This design comes from an exercise in tuning for small area and few clock cycles on the open sky130 flow, not from production work. Only simulation tests tie the RTL to the original design; equivalence was not proved. No activity file was given, so power comes from the tool's default toggle rates.

==> flow/design.v <==
module klb_tx (
    input  wire        clk,
    input  wire        rst,              
    input  wire        in_valid,
    input  wire [7:0]  in_data,
    output wire        in_ready,
    output wire        out_valid,
    output wire [7:0]  out_data,
    output wire        out_last,         
    input  wire        out_ready,
    output wire [31:0] keyup_delay_us,
    output reg  [7:0]  persistence,
    output reg  [7:0]  slot_time,
    output reg  [7:0]  tx_tail,
    output reg  [15:0] framing_errors,
    output reg  [7:0]  overflow_errors
);
    localparam [7:0] FEND  = 8'hC0;
    localparam [7:0] FESC  = 8'hDB;
    localparam [7:0] TFEND = 8'hDC;
    localparam [7:0] TFESC = 8'hDD;
    localparam [7:0]  KEYUP_DEFAULT_ARG = 8'd5;    
    localparam [7:0]  PERSIST_DEFAULT   = 8'd63;
    localparam [7:0]  SLOTTIME_DEFAULT  = 8'd10;
    localparam [7:0]  TXTAIL_DEFAULT    = 8'd2;
    localparam WB = 2;              
    localparam W  = 1 << WB;             
    localparam NR = 128 / W;             
    localparam PD = 3;             
    reg        in_frame;     
    reg        esc;
    reg        have_cmd;
    reg  [3:0] cmd;
    reg        flag;         
    reg  [7:0] acc;          
    wire [2:0] q = acc[7:5];
    wire [4:0] r = acc[4:0];
    wire       is_data    = (cmd == 4'h0);
    wire       frame_full = (q == 3'd4) && (r == 5'd8);   
    reg  [8*W-1:0] row [0:NR-1];
    reg  [NR-1:0]  rv;           
    reg  [WB-1:0]  wpos;         
    reg  [WB-1:0]  rpos;         
    reg        act;          
    reg  [1:0] os;           
    reg  [2:0] cd;           
    reg  [4:0] lr;           
    reg  [4:0] bc;           
    wire is_fend = (in_data == FEND);
    wire is_fesc = (in_data == FESC);
    wire is_tfx  = (in_data == TFEND) || (in_data == TFESC);
    wire dec_valid = in_frame && !is_fend && (esc ? is_tfx : !is_fesc);
    wire dec_error = in_frame && !is_fend && esc && !is_tfx;
    wire [7:0] dec_byte = esc ? {in_data[7:5], {2{in_data[0]}}, 1'b0, {2{in_data[0]}}}
                              : in_data;
    wire pay_state = in_frame && have_cmd && is_data && !flag;
    wire head_ok  = rv[NR-1];
    wire rd       = act && out_ready && (os == 2'd2) && head_ok;
    wire blk_end  = (os == 2'd2) ? (bc == 5'd1) : (os == 2'd1) && (bc == 5'd0);
    wire fin      = act && out_ready && blk_end && (cd == 3'd0) &&
                    ((os != 2'd2) || head_ok);
    wire pay_last = (bc == 5'd1) && ((cd == 3'd0) || ((cd == 3'd1) && (lr == 5'd0)));
    wire pop      = rd && ((rpos == W-1) || pay_last);
    reg  [NR-1:0] go;
    integer k;
    always @(*) begin
        go[NR-1] = !rv[NR-1] || pop;
        for (k = NR-2; k >= 0; k = k - 1)
            go[k] = !rv[k] || go[k+1];
    end
    wire closing  = in_frame && is_fend && have_cmd && is_data && !flag;
    reg  [7:0] pdq [0:PD-1];
    reg  [1:0] pcnt;
    wire       pend  = (pcnt != 2'd0);
    wire       pfull = (pcnt == PD);
    wire stall_full = pay_state && !frame_full && !go[0];
    wire stall_pend = closing && pfull && !fin;
    assign in_ready = !(stall_full || stall_pend);
    wire accept = in_valid && in_ready;
    wire wr     = accept && pay_state && dec_valid && !frame_full;
    wire ovf    = accept && pay_state && dec_valid && frame_full;
    wire commit = accept && closing;
    integer i;
    always @(posedge clk) begin
        for (i = 0; i < W; i = i + 1)
            if (wr && wpos == i)
                row[0][8*i +: 8] <= dec_byte;
        for (i = 1; i < NR; i = i + 1)
            if (go[i])
                row[i] <= row[i-1];
    end
    always @(posedge clk) begin
        if (rst || ovf) begin
            rv   <= {NR{1'b0}};
            wpos <= {WB{1'b0}};
        end else begin
            for (i = 1; i < NR; i = i + 1)
                if (go[i])
                    rv[i] <= rv[i-1];
            if (wr) begin
                wpos <= wpos + 1'b1;
                if (wpos == W-1)
                    rv[0] <= 1'b1;
                else if (go[1])
                    rv[0] <= 1'b0;
            end else if (commit && wpos != 0) begin
                rv[0] <= 1'b1;
                wpos  <= {WB{1'b0}};
            end else if (go[1]) begin
                rv[0] <= 1'b0;
            end
        end
    end
    always @(posedge clk) begin
        if (rst)
            rpos <= {WB{1'b0}};
        else if (pop)
            rpos <= {WB{1'b0}};
        else if (rd)
            rpos <= rpos + 1'b1;
    end
    reg [7:0] keyup_arg;
    always @(posedge clk) begin
        if (rst) begin
            in_frame        <= 1'b0;
            esc             <= 1'b0;
            have_cmd        <= 1'b0;
            cmd             <= 4'd0;
            flag            <= 1'b0;
            acc             <= 8'd0;
            keyup_arg       <= KEYUP_DEFAULT_ARG;
            persistence     <= PERSIST_DEFAULT;
            slot_time       <= SLOTTIME_DEFAULT;
            tx_tail         <= TXTAIL_DEFAULT;
        end else if (accept) begin
            if (!in_frame) begin
                if (is_fend) begin
                    in_frame <= 1'b1;
                    esc      <= 1'b0;
                    have_cmd <= 1'b0;
                    flag     <= 1'b0;
                    acc      <= 8'd0;
                end
            end else if (is_fend) begin
                in_frame <= 1'b0;
                if (have_cmd) begin
                    case (cmd)
                    4'h1: if (flag) keyup_arg   <= acc;
                    4'h2: if (flag) persistence <= acc;
                    4'h3: if (flag) slot_time   <= acc;
                    4'h4: if (flag) tx_tail     <= acc;
                    4'hF: begin
                        keyup_arg   <= KEYUP_DEFAULT_ARG;
                        persistence <= PERSIST_DEFAULT;
                        slot_time   <= SLOTTIME_DEFAULT;
                        tx_tail     <= TXTAIL_DEFAULT;
                    end
                    default: ;
                    endcase
                end
            end else begin
                esc <= !esc && is_fesc;
                if (dec_valid) begin
                    if (!have_cmd) begin
                        have_cmd <= 1'b1;
                        cmd      <= dec_byte[3:0];
                    end else if (!is_data) begin
                        if (!flag) begin
                            flag <= 1'b1;
                            acc  <= dec_byte;
                        end
                    end else if (!flag) begin
                        if (frame_full)
                            flag <= 1'b1;
                        else if (r == 5'd29)
                            acc <= {q + 3'd1, 5'd0};
                        else
                            acc <= {q, r + 5'd1};
                    end
                end
            end
        end
    end
    wire ferr = accept && (in_frame ? (esc && (is_fend || !is_tfx)) : !is_fend);
    wire oerr = accept && in_frame && is_fend && have_cmd && is_data && flag;
    reg [15:0] fc;               
    reg [7:0]  oc;
    always @(*) begin
        fc[0] = ferr;
        for (i = 1; i < 16; i = i + 1)
            fc[i] = fc[i-1] && framing_errors[i-1];
        oc[0] = oerr;
        for (i = 1; i < 8; i = i + 1)
            oc[i] = oc[i-1] && overflow_errors[i-1];
    end
    always @(posedge clk) begin
        framing_errors  <= {16{!rst}} & (framing_errors ^ fc);
        overflow_errors <= {8{!rst}} & (overflow_errors ^ oc);
    end
    wire [10:0] karg7   = {keyup_arg, 3'd0} - {3'd0, keyup_arg};
    wire [17:0] karg625 = {1'b0, keyup_arg, 9'd0} + {3'd0, karg7, 4'd0} + {10'd0, keyup_arg};
    assign keyup_delay_us = {10'd0, karg625, 4'd0};
    wire [4:0] blen = (cd != 3'd0) ? 5'd30 : lr;
    wire take = !act || fin;             
    wire pop_d  = take && pend;
    wire push_d = commit && !(take && !pend);
    integer j;
    always @(posedge clk) begin
        if (rst) begin
            act  <= 1'b0;
            os   <= 2'd0;
            cd   <= 3'd0;
            lr   <= 5'd0;
            bc   <= 5'd0;
            pcnt <= 2'd0;
        end else begin
            if (act && out_ready) begin
                case (os)
                2'd0: begin
                    os <= 2'd1;
                    bc <= blen;
                end
                2'd1: begin
                    if (bc != 5'd0) os <= 2'd2;
                end
                default: begin
                    if (head_ok) begin
                        bc <= bc - 5'd1;
                        if (bc == 5'd1) begin
                            os <= 2'd0;
                            cd <= cd - 3'd1;
                        end
                    end
                end
                endcase
            end
            if (take) begin
                if (pend) begin
                    act <= 1'b1;
                    os  <= 2'd0;
                    {cd, lr} <= pdq[0];
                end else if (commit) begin
                    act <= 1'b1;
                    os  <= 2'd0;
                    {cd, lr} <= acc;
                end else begin
                    act <= 1'b0;
                end
            end
            if (push_d && !pop_d) pcnt <= pcnt + 2'd1;
            else if (pop_d && !push_d) pcnt <= pcnt - 2'd1;
        end
    end
    always @(posedge clk) begin
        for (j = 0; j < PD; j = j + 1) begin
            if (pop_d) begin
                if (push_d && j == pcnt - 1) pdq[j] <= acc;
                else if (j < PD - 1) pdq[j] <= pdq[j+1];
            end else if (push_d && j == pcnt)
                pdq[j] <= acc;
        end
    end
    reg [7:0] out_byte;
    always @(*) begin
        case (os)
        2'd0:    out_byte = {3'd0, blen} + 8'd1;
        2'd1:    out_byte = {5'd0, cd};
        default: out_byte = row[NR-1][8*rpos +: 8];
        endcase
    end
    assign out_valid = act && ((os != 2'd2) || head_ok);
    assign out_data  = out_byte;
    assign out_last  = blk_end;
endmodule
export LEC_CHECK = 0
export CAP_MARGIN = 20
export CORE_MARGIN = 2
export CORE_UTILIZATION = 65
export CTS_BUF_LIST = sky130_fd_sc_hd__clkbuf_8
export CTS_CLUSTER_DIAMETER = 80
export CTS_CLUSTER_SIZE = 16
export SLEW_MARGIN = 20
create_clock -name core_clock -period 8.0 [get_ports {clk}]
standard.sh (not shown) runs the stock make flow with config.mk's settings and CLKGATE_MAP_FILE= SYNTH_SCRIPT=/design/flow/synth_recipe.tcl, a recipe that flattens the netlist after the stock synthesis.
==> flow/flow/run.sh <==
#!/bin/bash
# The standard layout (the standard.sh, unchanged synthesis, floorplan,
# power grid and routing) with two changes:
#  - the port buffers use the smallest buffer, sky130_fd_sc_hd__buf_1;
#  - clock tree synthesis inserts no dummy loads.
# make's full output goes to flow_make.log in this folder; the tools' own
# logs stay under orfs/logs/.
set -euo pipefail
bash standard.sh \
  "BUFFER_PORTS_ARGS=-buffer_cell sky130_fd_sc_hd__buf_1" \
  "CTS_ARGS=-sink_clustering_enable -repair_clock_nets -sink_clustering_size 16 -sink_clustering_max_diameter 80 -buf_list sky130_fd_sc_hd__clkbuf_8 -dont_use_dummy_load" \
  finish > flow_make.log 2>&1
Testbench counts at the start, summed over its fixed seeds: cycles 21,136.
Then changed:
--- a/flow/design.v
+++ b/flow/design.v
@@ -24,8 +24,8 @@
     localparam [7:0]  SLOTTIME_DEFAULT  = 8'd10;
     localparam [7:0]  TXTAIL_DEFAULT    = 8'd2;
-    localparam WB = 2;              
+    localparam WB = 2;                   
     localparam W  = 1 << WB;             
     localparam NR = 128 / W;             
-    localparam PD = 3;             
+    localparam PD = 3;                   
     reg        in_frame;     
     reg        esc;
@@ -34,8 +34,8 @@
     reg        flag;         
     reg  [7:0] acc;          
-    wire [2:0] q = acc[7:5];
-    wire [4:0] r = acc[4:0];
+    wire [2:0] q  = acc[7:5];
+    wire [4:0] r1 = acc[4:0];    
     wire       is_data    = (cmd == 4'h0);
-    wire       frame_full = (q == 3'd4) && (r == 5'd8);   
+    wire       frame_full = (q == 3'd4) && (r1 == 5'd9);   
     reg  [8*W-1:0] row [0:NR-1];
     reg  [NR-1:0]  rv;           
@@ -45,5 +45,5 @@
     reg  [1:0] os;           
     reg  [2:0] cd;           
-    reg  [4:0] lr;           
+    reg  [4:0] lr1;          
     reg  [4:0] bc;           
     wire is_fend = (in_data == FEND);
@@ -51,5 +51,4 @@
     wire is_tfx  = (in_data == TFEND) || (in_data == TFESC);
     wire dec_valid = in_frame && !is_fend && (esc ? is_tfx : !is_fesc);
-    wire dec_error = in_frame && !is_fend && esc && !is_tfx;
     wire [7:0] dec_byte = esc ? {in_data[7:5], {2{in_data[0]}}, 1'b0, {2{in_data[0]}}}
                               : in_data;
@@ -57,8 +56,8 @@
     wire head_ok  = rv[NR-1];
     wire rd       = act && out_ready && (os == 2'd2) && head_ok;
-    wire blk_end  = (os == 2'd2) ? (bc == 5'd1) : (os == 2'd1) && (bc == 5'd0);
+    wire blk_end  = (os == 2'd2) ? (bc == 5'd2) : (os == 2'd1) && (bc == 5'd1);
     wire fin      = act && out_ready && blk_end && (cd == 3'd0) &&
                     ((os != 2'd2) || head_ok);
-    wire pay_last = (bc == 5'd1) && ((cd == 3'd0) || ((cd == 3'd1) && (lr == 5'd0)));
+    wire pay_last = (bc == 5'd2) && ((cd == 3'd0) || ((cd == 3'd1) && (lr1 == 5'd1)));
     wire pop      = rd && ((rpos == W-1) || pay_last);
     reg  [NR-1:0] go;
@@ -140,5 +139,5 @@
                     have_cmd <= 1'b0;
                     flag     <= 1'b0;
-                    acc      <= 8'd0;
+                    acc      <= 8'd1;
                 end
             end else if (is_fend) begin
@@ -173,8 +172,8 @@
                         if (frame_full)
                             flag <= 1'b1;
-                        else if (r == 5'd29)
-                            acc <= {q + 3'd1, 5'd0};
+                        else if (r1 == 5'd30)
+                            acc <= {q + 3'd1, 5'd1};
                         else
-                            acc <= {q, r + 5'd1};
+                            acc <= {q, r1 + 5'd1};
                     end
                 end
@@ -186,11 +185,12 @@
     reg [15:0] fc;               
     reg [7:0]  oc;
+    integer n;
     always @(*) begin
         fc[0] = ferr;
-        for (i = 1; i < 16; i = i + 1)
-            fc[i] = fc[i-1] && framing_errors[i-1];
+        for (n = 1; n < 16; n = n + 1)
+            fc[n] = fc[n-1] && framing_errors[n-1];
         oc[0] = oerr;
-        for (i = 1; i < 8; i = i + 1)
-            oc[i] = oc[i-1] && overflow_errors[i-1];
+        for (n = 1; n < 8; n = n + 1)
+            oc[n] = oc[n-1] && overflow_errors[n-1];
     end
     always @(posedge clk) begin
@@ -201,5 +201,5 @@
     wire [17:0] karg625 = {1'b0, keyup_arg, 9'd0} + {3'd0, karg7, 4'd0} + {10'd0, keyup_arg};
     assign keyup_delay_us = {10'd0, karg625, 4'd0};
-    wire [4:0] blen = (cd != 3'd0) ? 5'd30 : lr;
+    wire [4:0] len1 = (cd != 3'd0) ? 5'd31 : lr1;
     wire take = !act || fin;             
     wire pop_d  = take && pend;
@@ -211,5 +211,5 @@
             os   <= 2'd0;
             cd   <= 3'd0;
-            lr   <= 5'd0;
+            lr1  <= 5'd0;
             bc   <= 5'd0;
             pcnt <= 2'd0;
@@ -219,13 +219,13 @@
                 2'd0: begin
                     os <= 2'd1;
-                    bc <= blen;
+                    bc <= len1;
                 end
                 2'd1: begin
-                    if (bc != 5'd0) os <= 2'd2;
+                    if (bc != 5'd1) os <= 2'd2;
                 end
                 default: begin
                     if (head_ok) begin
                         bc <= bc - 5'd1;
-                        if (bc == 5'd1) begin
+                        if (bc == 5'd2) begin
                             os <= 2'd0;
                             cd <= cd - 3'd1;
@@ -239,9 +239,9 @@
                     act <= 1'b1;
                     os  <= 2'd0;
-                    {cd, lr} <= pdq[0];
+                    {cd, lr1} <= pdq[0];
                 end else if (commit) begin
                     act <= 1'b1;
                     os  <= 2'd0;
-                    {cd, lr} <= acc;
+                    {cd, lr1} <= acc;
                 end else begin
                     act <= 1'b0;
@@ -264,5 +264,5 @@
     always @(*) begin
         case (os)
-        2'd0:    out_byte = {3'd0, blen} + 8'd1;
+        2'd0:    out_byte = {3'd0, len1};
         2'd1:    out_byte = {5'd0, cd};
         default: out_byte = row[NR-1][8*rpos +: 8];
Effect: The changed run passed the timing, design-rule and antenna checks. Utilization climbs by 0.12 points. Power barely changes. Setup slack loses 110 ps. Non-clock buffer count rose by 4. Final cell count barely changes. Hold slack gets better by 11 ps. Synthesized cell count is lower by 0.61%. Clock power is about the same. Maximum frequency is lower by 1.7%. Sequential share of layout area shrinks by 0.15 points. Design area stays flat. Routed wire length drops by 3.5%. Clock-buffer cell count is unchanged.
Testbench counts after the change, summed over its fixed seeds: cycles 21,136.

-- afterwards: timing with drivers on the ports --
How much do the figures lean on ideal ports? The routed layouts below were timed once more, with nothing changed but the port constraints.
Step 1 assumes that a clkbuf_16 drives the clock port and a buf_2 every other input.
Step 2, shift: input delay + t, output delay - t, t = (earliest + latest rising clock arrival at the registers) / 2. This alone moves slack from input paths to output paths.
Slacks: ideal / step 1 / step 2; pairs: ideal / step 1.
run | t, ns | setup slack, ns | worst register clock-pin slew, ns
the first run | 0.717 | 1.735 / 1.776 / 1.059 | 0.10 / 0.10
the second run | 0.708 | 1.624 / 1.659 / 0.951 | 0.11 / 0.11
After both steps every run listed still meets setup and hold. For the first run, which loses most, drivers alone change the setup slack by +0.041 ns; drivers and shift together by -0.676 ns.
